Source: an optimization exercise on an open RTL-to-GDS flow (aim: small area, a short achievable clock period and few clock cycles). Production flows keep margins and buffers that such runs may drop.
Where RTL was checked, it was by simulation tests only, not by an equivalence proof against the original.

==> job 9210: inputs <==
==> flow/design.v <==
module obd_rx (
    input  wire        clk,
    input  wire        rst,
    input  wire        start,
    input  wire [1:0]  proto,     
    input  wire [7:0]  pid,
    input  wire [7:0]  mode,
    input  wire [7:0]  cap,       
    input  wire [17:0] per,       
    output wire        idle,
    input  wire        e_valid,
    output wire        e_ready,
    input  wire [31:0] e_time,
    input  wire        e_end,     
    output reg         o_valid,
    output reg  [7:0]  o_data,
    output reg         done,
    output reg  [7:0]  status,
    output reg  [7:0]  count,     
    output reg  [6:0]  nbytes,    
    output reg         framing    
);
    localparam [7:0] ST_OK         = 8'h00;
    localparam [7:0] ST_NACK       = 8'h01;
    localparam [7:0] ST_ERR_TIMING = 8'h10;
    localparam [7:0] ST_ERR_SHORT  = 8'h11;
    localparam [7:0] ST_ERR_SID    = 8'h12;
    localparam [7:0] ST_ERR_PID    = 8'h13;
    localparam [7:0] ST_ERR_TRUNC  = 8'h14;
    localparam [7:0] ST_ERR_PROTO  = 8'h15;
    reg        busy;      
    reg        rx;        
    reg [1:0]  r_proto;
    reg [7:0]  r_pid;
    reg [7:0]  r_mode;
    reg [6:0]  r_cap;     
    reg [17:0] r_per;
    reg [19:0] m3;        
    reg [20:0] m5;        
    reg [20:0] m7;        
    reg [21:0] m9;        
    reg [21:0] h9;        
    reg        dv;
    reg        de;
    reg        sel;       
    reg [23:0] eA;        
    reg [23:0] eB;
    reg [30:0] th9;       
    reg        act;       
    reg        stop;      
    reg [30:0] sh9;       
    reg [9:0]  samp;      
    reg        ps;        
    reg [7:0]  pb;        
    reg [2:0]  h;
    reg [6:0]  pn;        
    reg        st0;       
    reg [3:0]  dsx;       
    reg [2:0]  nmin;      
    reg        nack;
    reg        sid_ok;
    reg        pid_ok;
    reg [7:0]  hb;        
    reg [1:0]  tag;       
    reg        trunc;     
    reg [3:0]  lhi;       
    reg [6:0]  rem;       
    reg [6:0]  cnt;       
    assign idle    = ~busy;
    assign e_ready = rx;
    wire        take = rx & e_valid;
    wire [30:0] e_a  = e_time[30:0] - sh9;
    wire [30:0] e_b  = e_time[30:0] - th9;
    wire        en  = sel ? eB[23] : eA[23];
    wire [22:0] el  = sel ? eB[22:0] : eA[22:0];
    function past;
        input [22:0] x;
        input [21:0] m;
        reg          c;
        integer      i;
        begin
            c = 1'b0;
            for (i = 0; i < 23; i = i + 1)
                c = (x[i] & ((i < 22) ? m[i] : 1'b0)) | (c & (x[i] | ((i < 22) ? m[i] : 1'b0)));
            past = c;
        end
    endfunction
    wire [9:0] therm;
    assign therm[9] = ~en;
    assign therm[8] = ~en | past(el, {4'd0, r_per});
    assign therm[7] = ~en | past(el, {3'd0, r_per, 1'b0});
    assign therm[6] = ~en | past(el, {2'd0, m3});
    assign therm[5] = ~en | past(el, {2'd0, r_per, 2'b0});
    assign therm[4] = ~en | past(el, {1'd0, m5});
    assign therm[3] = ~en | past(el, {1'd0, m3, 1'b0});
    assign therm[2] = ~en | past(el, {1'd0, m7});
    assign therm[1] = ~en | past(el, {1'd0, r_per, 3'b0});
    assign therm[0] = ~en | past(el, m9);
    wire        newc     = dv & ~stop & (~act | therm[9]);
    wire        fin_edge = dv & act & ~stop & therm[9];
    wire        fin_end  = de & act & ~stop;
    wire        fin      = fin_edge | fin_end;
    wire        good     = ~samp[0] & samp[9];
    wire [6:0]  n1       = nbytes + 7'd1;
    wire        st_e  = fin_end & good;
    wire        st    = ps | st_e;
    wire [7:0]  b     = ps ? pb : samp[8:1];
    wire [6:0]  pi    = pn;                             
    wire        is_m3     = (r_mode == 8'd3);
    wire        ok_so_far = (r_proto != 2'd0) & ~nack & sid_ok & (~(r_mode == 8'd1) | pid_ok);
    wire [7:0]  cb    = is_m3 ? b : hb;
    wire        cv_ok = (is_m3 | (pi != 7'd0)) & ok_so_far;
    wire        at_ds = (pi == {3'd0, dsx});
    wire [11:0] llen  = {lhi, cb};
    wire [6:0]  lim_s = ({3'd0, cb[3:0]} < r_cap) ? {3'd0, cb[3:0]} : r_cap;
    wire [6:0]  lim_l = (llen < {5'd0, r_cap}) ? llen[6:0] : r_cap;
    wire        p_short = at_ds & (cb[7:4] == 4'h0);
    wire        p_long  = at_ds & (cb[7:4] == 4'h1);
    wire        p_plain = at_ds & (cb[7:4] != 4'h0) & (cb[7:4] != 4'h1);
    wire        p_len   = ~at_ds & (tag == 2'd3);
    wire        p_emit  = p_plain ? (r_cap != 7'd0)
                        : (~at_ds & (tag == 2'd1 || tag == 2'd2) & (rem != 7'd0));
    wire        at_h    = st & (pi == {4'd0, h});
    wire        at_h1   = st & (pi == {4'd0, h} + 7'd1);
    wire        pv      = st & cv_ok;
    wire        nack_f  = at_h ? (b == 8'h7F) : nack;
    wire        sid_f   = at_h ? (b == r_mode + 8'h40) : sid_ok;
    wire        pid_f   = at_h1 ? (b == r_pid) : pid_ok;
    wire        trunc_f = pv ? (p_long | (trunc & ~p_len)) : trunc;
    wire [6:0]  nf      = st_e ? n1 : nbytes;
    wire [6:0]  cnt_f   = cnt + {6'd0, pv & p_emit};
    always @(posedge clk) begin
        dv      <= take & ~e_end;
        de      <= take & e_end;
        ps      <= fin_edge & good;
        o_valid <= pv & p_emit;
        done    <= de;
        if (rst) begin
            busy    <= 1'b0;
            rx      <= 1'b0;
            dv      <= 1'b0;
            de      <= 1'b0;
            ps      <= 1'b0;
            o_valid <= 1'b0;
            done    <= 1'b0;
        end else begin
            if (start & ~busy)
                busy <= 1'b1;
            if (st0)
                rx   <= 1'b1;
            if (take & e_end)
                rx <= 1'b0;
            if (de)
                busy <= 1'b0;
        end
    end
    always @(posedge clk) begin
        eA      <= {e_a[30], e_a[22:0]};
        eB      <= {e_b[30], e_b[22:0]};
        sel     <= newc;
        pb      <= samp[8:1];
        m3      <= {2'd0, r_per} + {1'd0, r_per, 1'b0};
        m5      <= {3'd0, r_per} + {1'd0, r_per, 2'b0};
        m7      <= {r_per, 3'b0} - {3'd0, r_per};
        m9      <= {4'd0, r_per} + {1'd0, r_per, 3'b0};
        h9      <= {4'd0, r_per} + {1'd0, r_per, 3'b0} + {5'd0, r_per[17:1]};
        if (take)
            th9 <= e_time[30:0] + {9'd0, h9};
        st0 <= start & ~busy;
        if (start & ~busy) begin
            r_proto <= proto;
            r_pid   <= pid;
            r_mode  <= mode;
            r_cap   <= (cap > 8'd64) ? 7'd64 : cap[6:0];
            r_per   <= per;
        end
        if (st0) begin
            pn      <= 7'd0;
            nbytes  <= 7'd0;
            framing <= 1'b0;
            act     <= 1'b0;
            stop    <= 1'b0;
            nack    <= 1'b0;
            sid_ok  <= 1'b0;
            pid_ok  <= 1'b0;
            tag     <= 2'd0;
            trunc   <= 1'b0;
            cnt     <= 7'd0;
            rem     <= 7'd0;
            h       <= 3'd0;
            dsx     <= 4'd15;
            nmin    <= 3'd0;
        end
        if (newc) begin
            sh9  <= th9;
            samp <= 10'd0;
            act  <= 1'b1;
        end else if (dv & ~stop) begin
            samp <= (samp & therm) | ({10{~samp[9]}} & ~therm);
        end
        if (fin) begin
            if (~good) begin
                framing <= 1'b1;
                stop    <= 1'b1;
            end else begin
                nbytes <= n1;
                if (n1 == 7'd64)
                    stop <= 1'b1;
            end
        end
        if (st) begin
            pn     <= pn + 7'd1;
            hb     <= b;
            nack   <= nack_f;
            sid_ok <= sid_f;
            pid_ok <= pid_f;
            if (pi == 7'd0) begin
                if (r_proto == 2'd1)
                    h <= 3'd3;
                else
                    h <= 3'd1 + (b[7] ? 3'd2 : 3'd0) + ((b[5:0] == 6'd0) ? 3'd1 : 3'd0);
            end
            if (pi == 7'd1) begin
                dsx  <= {1'b0, h} + (is_m3 ? 4'd1 : ((r_pid != 8'd0) | (r_mode == 8'd1)) ? 4'd3 : 4'd2);
                nmin <= h + 3'd1 + (is_m3 ? 3'd0 : (r_pid == 8'd0) ? 3'd1 : 3'd2);
            end
        end
        if (pv) begin
            if (p_short) begin
                tag <= 2'd2;
                rem <= lim_s;
            end
            if (p_long) begin
                tag <= 2'd3;
                lhi <= cb[3:0];
            end
            if (p_plain) begin
                tag <= 2'd1;
                rem <= r_cap;
            end
            if (p_len) begin
                tag <= 2'd2;
                rem <= lim_l;
            end
            trunc <= trunc_f;
            if (p_emit) begin
                o_data <= cb;
                cnt    <= cnt_f;
                rem    <= (p_plain ? r_cap : rem) - 7'd1;
            end
        end
        if (de) begin
            count <= 8'hFF;
            if (r_proto == 2'd0)
                status <= ST_ERR_PROTO;
            else if (nf < 7'd3)
                status <= ST_ERR_TIMING;
            else if (nf < {4'd0, nmin})
                status <= ST_ERR_SHORT;
            else if (nack_f) begin
                status <= ST_NACK;
                count  <= 8'd0;
            end else if (~sid_f)
                status <= ST_ERR_SID;
            else if (r_mode == 8'd1 && ~pid_f)
                status <= ST_ERR_PID;
            else if (trunc_f)
                status <= ST_ERR_TRUNC;
            else begin
                status <= ST_OK;
                count  <= {1'b0, cnt_f};
            end
        end
    end
endmodule
==> flow/flow/run.sh <==
#!/bin/bash
# Standard layout, with timing repair aiming below the clock period.
export SETUP_SLACK_MARGIN=6.5
bash standard.sh > standard.log 2>&1
==> flow/standard.sh <==
#!/bin/bash
# synth_recipe.tcl (not shown) runs the flow's synth.tcl, then flattens the netlist and writes it again
# the make line also repeats each setting of config.mk as NAME=value (left out here)
make -C /OpenROAD-flow-scripts/flow DESIGN_CONFIG=/design/flow/config.mk WORK_HOME=/design/flow/orfs CLKGATE_MAP_FILE= SYNTH_SCRIPT=/design/flow/synth_recipe.tcl "${@:-finish}"
==> flow/config.mk <==
export PLATFORM = sky130hd
export DESIGN_NAME = obd_rx
export DESIGN_NICKNAME = obd_rx
export VERILOG_FILES = /design/flow/design.v
export SDC_FILE = /design/flow/constraint.sdc
export NUM_CORES = 4
export LEC_CHECK = 0
export ABC_AREA = 1
export CAP_MARGIN = 20
export CORE_MARGIN = 2
export CORE_UTILIZATION = 40
export SLEW_MARGIN = 20
==> flow/constraint.sdc <==
create_clock -name core_clock -period 10.0 [get_ports {clk}]
set_input_delay 2.0000 -clock core_clock [delete_from_list [all_inputs] [get_ports {clk}]]
set_output_delay 2.0000 -clock core_clock [all_outputs]
set_load 0.01 [all_outputs]
==> inputs of job 2892, as changes to job 9210 <==
--- a/flow/design.v
+++ b/flow/design.v
@@ -44,6 +44,6 @@
     reg        de;
     reg        sel;       
-    reg [23:0] eA;        
-    reg [23:0] eB;
+    reg [22:0] eA;        
+    reg [22:0] eB;
     reg [30:0] th9;       
     reg        act;       
@@ -51,8 +51,8 @@
     reg [30:0] sh9;       
     reg [9:0]  samp;      
+    reg        fresh;     
     reg        ps;        
-    reg [7:0]  pb;        
     reg [2:0]  h;
-    reg [6:0]  pn;        
+    reg [3:0]  pn;        
     reg        st0;       
     reg [3:0]  dsx;       
@@ -66,5 +66,4 @@
     reg [3:0]  lhi;       
     reg [6:0]  rem;       
-    reg [6:0]  cnt;       
     assign idle    = ~busy;
     assign e_ready = rx;
@@ -72,16 +71,13 @@
     wire [30:0] e_a  = e_time[30:0] - sh9;
     wire [30:0] e_b  = e_time[30:0] - th9;
-    wire        en  = sel ? eB[23] : eA[23];
-    wire [22:0] el  = sel ? eB[22:0] : eA[22:0];
+    wire        en  = sel ? eB[22] : eA[22];
+    wire [21:0] el  = sel ? eB[21:0] : eA[21:0];
     function past;
-        input [22:0] x;
+        input [21:0] x;
         input [21:0] m;
-        reg          c;
-        integer      i;
+        reg   [22:0] s;
         begin
-            c = 1'b0;
-            for (i = 0; i < 23; i = i + 1)
-                c = (x[i] & ((i < 22) ? m[i] : 1'b0)) | (c & (x[i] | ((i < 22) ? m[i] : 1'b0)));
-            past = c;
+            s    = {1'b0, x} + {1'b0, m};
+            past = s[22];
         end
     endfunction
@@ -101,15 +97,16 @@
     wire        fin_end  = de & act & ~stop;
     wire        fin      = fin_edge | fin_end;
-    wire        good     = ~samp[0] & samp[9];
+    wire        good     = ~fresh & ~samp[0] & samp[9];
+    wire [9:0]  sv       = fresh ? 10'd0 : samp;
     wire [6:0]  n1       = nbytes + 7'd1;
     wire        st_e  = fin_end & good;
     wire        st    = ps | st_e;
-    wire [7:0]  b     = ps ? pb : samp[8:1];
-    wire [6:0]  pi    = pn;                             
+    wire [7:0]  b     = samp[8:1];
+    wire [3:0]  pi    = pn;                             
     wire        is_m3     = (r_mode == 8'd3);
     wire        ok_so_far = (r_proto != 2'd0) & ~nack & sid_ok & (~(r_mode == 8'd1) | pid_ok);
     wire [7:0]  cb    = is_m3 ? b : hb;
-    wire        cv_ok = (is_m3 | (pi != 7'd0)) & ok_so_far;
-    wire        at_ds = (pi == {3'd0, dsx});
+    wire        cv_ok = (is_m3 | (pi != 4'd0)) & ok_so_far;
+    wire        at_ds = (pi == dsx);
     wire [11:0] llen  = {lhi, cb};
     wire [6:0]  lim_s = ({3'd0, cb[3:0]} < r_cap) ? {3'd0, cb[3:0]} : r_cap;
@@ -121,6 +118,6 @@
     wire        p_emit  = p_plain ? (r_cap != 7'd0)
                         : (~at_ds & (tag == 2'd1 || tag == 2'd2) & (rem != 7'd0));
-    wire        at_h    = st & (pi == {4'd0, h});
-    wire        at_h1   = st & (pi == {4'd0, h} + 7'd1);
+    wire        at_h    = st & (pi == {1'b0, h});
+    wire        at_h1   = st & (pi == {1'b0, h} + 4'd1);
     wire        pv      = st & cv_ok;
     wire        nack_f  = at_h ? (b == 8'h7F) : nack;
@@ -129,5 +126,24 @@
     wire        trunc_f = pv ? (p_long | (trunc & ~p_len)) : trunc;
     wire [6:0]  nf      = st_e ? n1 : nbytes;
-    wire [6:0]  cnt_f   = cnt + {6'd0, pv & p_emit};
+    wire [6:0]  cnt_f   = count[6:0] + {6'd0, pv & p_emit};
+    reg  [7:0]  res;
+    always @(*) begin
+        if (r_proto == 2'd0)
+            res = ST_ERR_PROTO;
+        else if (nf < 7'd3)
+            res = ST_ERR_TIMING;
+        else if (nf < {4'd0, nmin})
+            res = ST_ERR_SHORT;
+        else if (nack_f)
+            res = ST_NACK;
+        else if (~sid_f)
+            res = ST_ERR_SID;
+        else if (r_mode == 8'd1 && ~pid_f)
+            res = ST_ERR_PID;
+        else if (trunc_f)
+            res = ST_ERR_TRUNC;
+        else
+            res = ST_OK;
+    end
     always @(posedge clk) begin
         dv      <= take & ~e_end;
@@ -156,8 +172,9 @@
     end
     always @(posedge clk) begin
-        eA      <= {e_a[30], e_a[22:0]};
-        eB      <= {e_b[30], e_b[22:0]};
+        eA      <= {e_a[30], e_a[21:0]};
+        eB      <= {e_b[30], e_b[21:0]};
         sel     <= newc;
-        pb      <= samp[8:1];
+        o_data  <= cb;       
+        status  <= res;      
         m3      <= {2'd0, r_per} + {1'd0, r_per, 1'b0};
         m5      <= {3'd0, r_per} + {1'd0, r_per, 2'b0};
@@ -165,6 +182,5 @@
         m9      <= {4'd0, r_per} + {1'd0, r_per, 3'b0};
         h9      <= {4'd0, r_per} + {1'd0, r_per, 3'b0} + {5'd0, r_per[17:1]};
-        if (take)
-            th9 <= e_time[30:0] + {9'd0, h9};
+        th9     <= e_time[30:0] + {9'd0, h9};
         st0 <= start & ~busy;
         if (start & ~busy) begin
@@ -176,5 +192,5 @@
         end
         if (st0) begin
-            pn      <= 7'd0;
+            pn      <= 4'd0;
             nbytes  <= 7'd0;
             framing <= 1'b0;
@@ -186,5 +202,5 @@
             tag     <= 2'd0;
             trunc   <= 1'b0;
-            cnt     <= 7'd0;
+            count   <= 8'd0;         
             rem     <= 7'd0;
             h       <= 3'd0;
@@ -193,9 +209,10 @@
         end
         if (newc) begin
-            sh9  <= th9;
-            samp <= 10'd0;
-            act  <= 1'b1;
+            sh9   <= th9;
+            fresh <= 1'b1;
+            act   <= 1'b1;
         end else if (dv & ~stop) begin
-            samp <= (samp & therm) | ({10{~samp[9]}} & ~therm);
+            samp  <= (sv & therm) | ({10{~sv[9]}} & ~therm);
+            fresh <= 1'b0;
         end
         if (fin) begin
@@ -210,10 +227,11 @@
         end
         if (st) begin
-            pn     <= pn + 7'd1;
+            if (pn != 4'd15)
+                pn <= pn + 4'd1;
             hb     <= b;
             nack   <= nack_f;
             sid_ok <= sid_f;
             pid_ok <= pid_f;
-            if (pi == 7'd0) begin
+            if (pi == 4'd0) begin
                 if (r_proto == 2'd1)
                     h <= 3'd3;
@@ -221,5 +239,5 @@
                     h <= 3'd1 + (b[7] ? 3'd2 : 3'd0) + ((b[5:0] == 6'd0) ? 3'd1 : 3'd0);
             end
-            if (pi == 7'd1) begin
+            if (pi == 4'd1) begin
                 dsx  <= {1'b0, h} + (is_m3 ? 4'd1 : ((r_pid != 8'd0) | (r_mode == 8'd1)) ? 4'd3 : 4'd2);
                 nmin <= h + 3'd1 + (is_m3 ? 3'd0 : (r_pid == 8'd0) ? 3'd1 : 3'd2);
@@ -245,30 +263,15 @@
             trunc <= trunc_f;
             if (p_emit) begin
-                o_data <= cb;
-                cnt    <= cnt_f;
+                count  <= {1'b0, cnt_f};
                 rem    <= (p_plain ? r_cap : rem) - 7'd1;
             end
         end
         if (de) begin
-            count <= 8'hFF;
-            if (r_proto == 2'd0)
-                status <= ST_ERR_PROTO;
-            else if (nf < 7'd3)
-                status <= ST_ERR_TIMING;
-            else if (nf < {4'd0, nmin})
-                status <= ST_ERR_SHORT;
-            else if (nack_f) begin
-                status <= ST_NACK;
-                count  <= 8'd0;
-            end else if (~sid_f)
-                status <= ST_ERR_SID;
-            else if (r_mode == 8'd1 && ~pid_f)
-                status <= ST_ERR_PID;
-            else if (trunc_f)
-                status <= ST_ERR_TRUNC;
-            else begin
-                status <= ST_OK;
-                count  <= {1'b0, cnt_f};
-            end
+            if (res == ST_OK)
+                count <= {1'b0, cnt_f};
+            else if (res == ST_NACK)
+                count <= 8'd0;
+            else
+                count <= 8'hFF;
         end
     end
==> flow/flow/run.sh (replaced) <==
#!/bin/bash
# Standard layout, with timing repair aiming below the clock period and
# small port buffers (the repair upsizes those that need it).
export SETUP_SLACK_MARGIN=6.8
export BUFFER_PORTS_ARGS="-buffer_cell sky130_fd_sc_hd__buf_2"
bash standard.sh > standard.log 2>&1
- CORE_UTILIZATION: 40 -> 60
- CTS_BUF_LIST: unset -> sky130_fd_sc_hd__clkbuf_8
==> inputs of job 6263, as changes to job 9210 <==
--- a/flow/design.v
+++ b/flow/design.v
@@ -40,10 +40,14 @@
     reg [20:0] m7;        
     reg [21:0] m9;        
+    reg [18:0] p15;       
     reg [21:0] h9;        
+    reg        iv;
+    reg        ie;
+    reg [30:0] it;
     reg        dv;
     reg        de;
     reg        sel;       
-    reg [23:0] eA;        
-    reg [23:0] eB;
+    reg [22:0] eA;        
+    reg [22:0] eB;
     reg [30:0] th9;       
     reg        act;       
@@ -51,6 +55,6 @@
     reg [30:0] sh9;       
     reg [9:0]  samp;      
+    reg        fresh;     
     reg        ps;        
-    reg [7:0]  pb;        
     reg [2:0]  h;
     reg [6:0]  pn;        
@@ -70,18 +74,15 @@
     assign e_ready = rx;
     wire        take = rx & e_valid;
-    wire [30:0] e_a  = e_time[30:0] - sh9;
-    wire [30:0] e_b  = e_time[30:0] - th9;
-    wire        en  = sel ? eB[23] : eA[23];
-    wire [22:0] el  = sel ? eB[22:0] : eA[22:0];
+    wire [30:0] e_a  = it - sh9;
+    wire [30:0] e_b  = it - th9;
+    wire        en  = sel ? eB[22] : eA[22];
+    wire [21:0] el  = sel ? eB[21:0] : eA[21:0];
     function past;
-        input [22:0] x;
+        input [21:0] x;
         input [21:0] m;
-        reg          c;
-        integer      i;
+        reg   [22:0] s;
         begin
-            c = 1'b0;
-            for (i = 0; i < 23; i = i + 1)
-                c = (x[i] & ((i < 22) ? m[i] : 1'b0)) | (c & (x[i] | ((i < 22) ? m[i] : 1'b0)));
-            past = c;
+            s    = {1'b0, x} + {1'b0, m};
+            past = s[22];
         end
     endfunction
@@ -101,9 +102,10 @@
     wire        fin_end  = de & act & ~stop;
     wire        fin      = fin_edge | fin_end;
-    wire        good     = ~samp[0] & samp[9];
+    wire        good     = ~fresh & ~samp[0] & samp[9];
+    wire [9:0]  sv       = fresh ? 10'd0 : samp;
     wire [6:0]  n1       = nbytes + 7'd1;
     wire        st_e  = fin_end & good;
     wire        st    = ps | st_e;
-    wire [7:0]  b     = ps ? pb : samp[8:1];
+    wire [7:0]  b     = samp[8:1];
     wire [6:0]  pi    = pn;                             
     wire        is_m3     = (r_mode == 8'd3);
@@ -131,6 +133,8 @@
     wire [6:0]  cnt_f   = cnt + {6'd0, pv & p_emit};
     always @(posedge clk) begin
-        dv      <= take & ~e_end;
-        de      <= take & e_end;
+        iv      <= take & ~e_end;
+        ie      <= take & e_end;
+        dv      <= iv;
+        de      <= ie;
         ps      <= fin_edge & good;
         o_valid <= pv & p_emit;
@@ -139,4 +143,6 @@
             busy    <= 1'b0;
             rx      <= 1'b0;
+            iv      <= 1'b0;
+            ie      <= 1'b0;
             dv      <= 1'b0;
             de      <= 1'b0;
@@ -145,8 +151,8 @@
             done    <= 1'b0;
         end else begin
-            if (start & ~busy)
+            if (start & ~busy) begin
                 busy <= 1'b1;
-            if (st0)
                 rx   <= 1'b1;
+            end
             if (take & e_end)
                 rx <= 1'b0;
@@ -156,15 +162,15 @@
     end
     always @(posedge clk) begin
-        eA      <= {e_a[30], e_a[22:0]};
-        eB      <= {e_b[30], e_b[22:0]};
+        eA      <= {e_a[30], e_a[21:0]};
+        eB      <= {e_b[30], e_b[21:0]};
         sel     <= newc;
-        pb      <= samp[8:1];
         m3      <= {2'd0, r_per} + {1'd0, r_per, 1'b0};
         m5      <= {3'd0, r_per} + {1'd0, r_per, 2'b0};
         m7      <= {r_per, 3'b0} - {3'd0, r_per};
         m9      <= {4'd0, r_per} + {1'd0, r_per, 3'b0};
-        h9      <= {4'd0, r_per} + {1'd0, r_per, 3'b0} + {5'd0, r_per[17:1]};
-        if (take)
-            th9 <= e_time[30:0] + {9'd0, h9};
+        h9      <= {1'd0, r_per, 3'b0} + {3'd0, p15};
+        it      <= e_time[30:0];
+        if (iv)
+            th9 <= it + {9'd0, h9};
         st0 <= start & ~busy;
         if (start & ~busy) begin
@@ -174,4 +180,5 @@
             r_cap   <= (cap > 8'd64) ? 7'd64 : cap[6:0];
             r_per   <= per;
+            p15     <= {1'b0, per} + {2'b0, per[17:1]};
         end
         if (st0) begin
@@ -193,9 +200,10 @@
         end
         if (newc) begin
-            sh9  <= th9;
-            samp <= 10'd0;
-            act  <= 1'b1;
+            sh9   <= th9;
+            fresh <= 1'b1;
+            act   <= 1'b1;
         end else if (dv & ~stop) begin
-            samp <= (samp & therm) | ({10{~samp[9]}} & ~therm);
+            samp  <= (sv & therm) | ({10{~sv[9]}} & ~therm);
+            fresh <= 1'b0;
         end
         if (fin) begin
==> flow/flow/run.sh (replaced) <==
#!/bin/bash
# Standard layout, with timing repair aiming below the clock period and
# small port buffers (the repair upsizes those that need it).
export SETUP_SLACK_MARGIN=6.5
export BUFFER_PORTS_ARGS="-buffer_cell sky130_fd_sc_hd__buf_2"
bash standard.sh > standard.log 2>&1
- CORE_UTILIZATION: 40 -> 60
- CTS_BUF_LIST: unset -> sky130_fd_sc_hd__clkbuf_8
==> out/metrics.yaml <==
routing:
  first_iter_violations: 1359
yosys:
  synth.area.mux_share_pct: 0.118
clock_tree:
  cts-resized-gates: 4
cells_and_area:
  clkbuf_count: 80
  multi_input_area_um2: 14500
power_and_ir_drop:
  pg_seq_uw: 1990
  intPower_uw: 3130
critical_path:
  r2r_end: "count[6]"
outcome:
  status: "finished clean"
sta:
  relSlewSlack_pct: 30.0
global_routing:
  grt_max_degree: 39
# the run above: job 6263

==> out/metrics.yaml <==
outcome:
  status: "finished clean"
sta:
  relSlewSlack_pct: 43.8
power_and_ir_drop:
  pg_seq_uw: 1810
routing:
  first_iter_violations: 1307
clock_tree:
  clkSinkCount: 338
critical_path:
  r2r_end: "h9[20]"
global_routing:
  grt_max_degree: 45
yosys:
  synth.area.mux_share_pct: 0.0882
cells_and_area:
  clkbuf_count: 72
  biggestCellCategory: "multi-input combinational cells"
# the run above: job 2892

==> out/metrics.yaml <==
cells_and_area:
  multi_input_area_um2: 12400
  clkbuf_count: 63
power_and_ir_drop:
  pg_seq_uw: 1880
  intPower_uw: 3460
routing:
  first_iter_violations: 948
critical_path:
  r2r_end: "h9[21]"
clock_tree:
  cts-resized-gates: 187
sta:
  relSlewSlack_pct: 32.4
outcome:
  status: "finished clean"
yosys:
  synth.area.mux_share_pct: 0
global_routing:
  grt_max_degree: 45
# the run above: job 9210

Testbench counts of job 2892, summed over its fixed seeds: cycles 18,436.
Only the layout flow was run in job 9210 and job 6263; the RTL was not checked for function there.

## re-timing with driven ports
How much do the figures lean on ideal ports? The routed layouts below were timed once more, with nothing changed but the port constraints. Step 1 sets driving cells, clkbuf_16 on the clock port and buf_2 on the other inputs (assumed; they add their load-dependent delay and slew). Step 2 also shifts input and output timing later by t, the mid clock arrival at the registers, as if the neighbouring blocks saw the same clock. Three values: ideal ports, drivers, drivers and shift; two values: the first two.
run | shift t [ns] | slack for setup (ns) | worst setup path after step 2 | worst data-port slew with drivers (ns)
job 9210 | 0.617 | 5.626 / 5.632 / 5.014 | input to register | 0.09
job 2892 | 0.704 | 6.698 / 6.698 / 6.027 | input to register | 0.06
job 6263 | 0.701 | 6.626 / 6.626 / 6.015 | input to register | 0.05
After both steps setup and hold are still met in every run listed. The setup slack of job 2892, which loses most, moves by 0.000 ns with the drivers and by -0.671 ns with both steps.
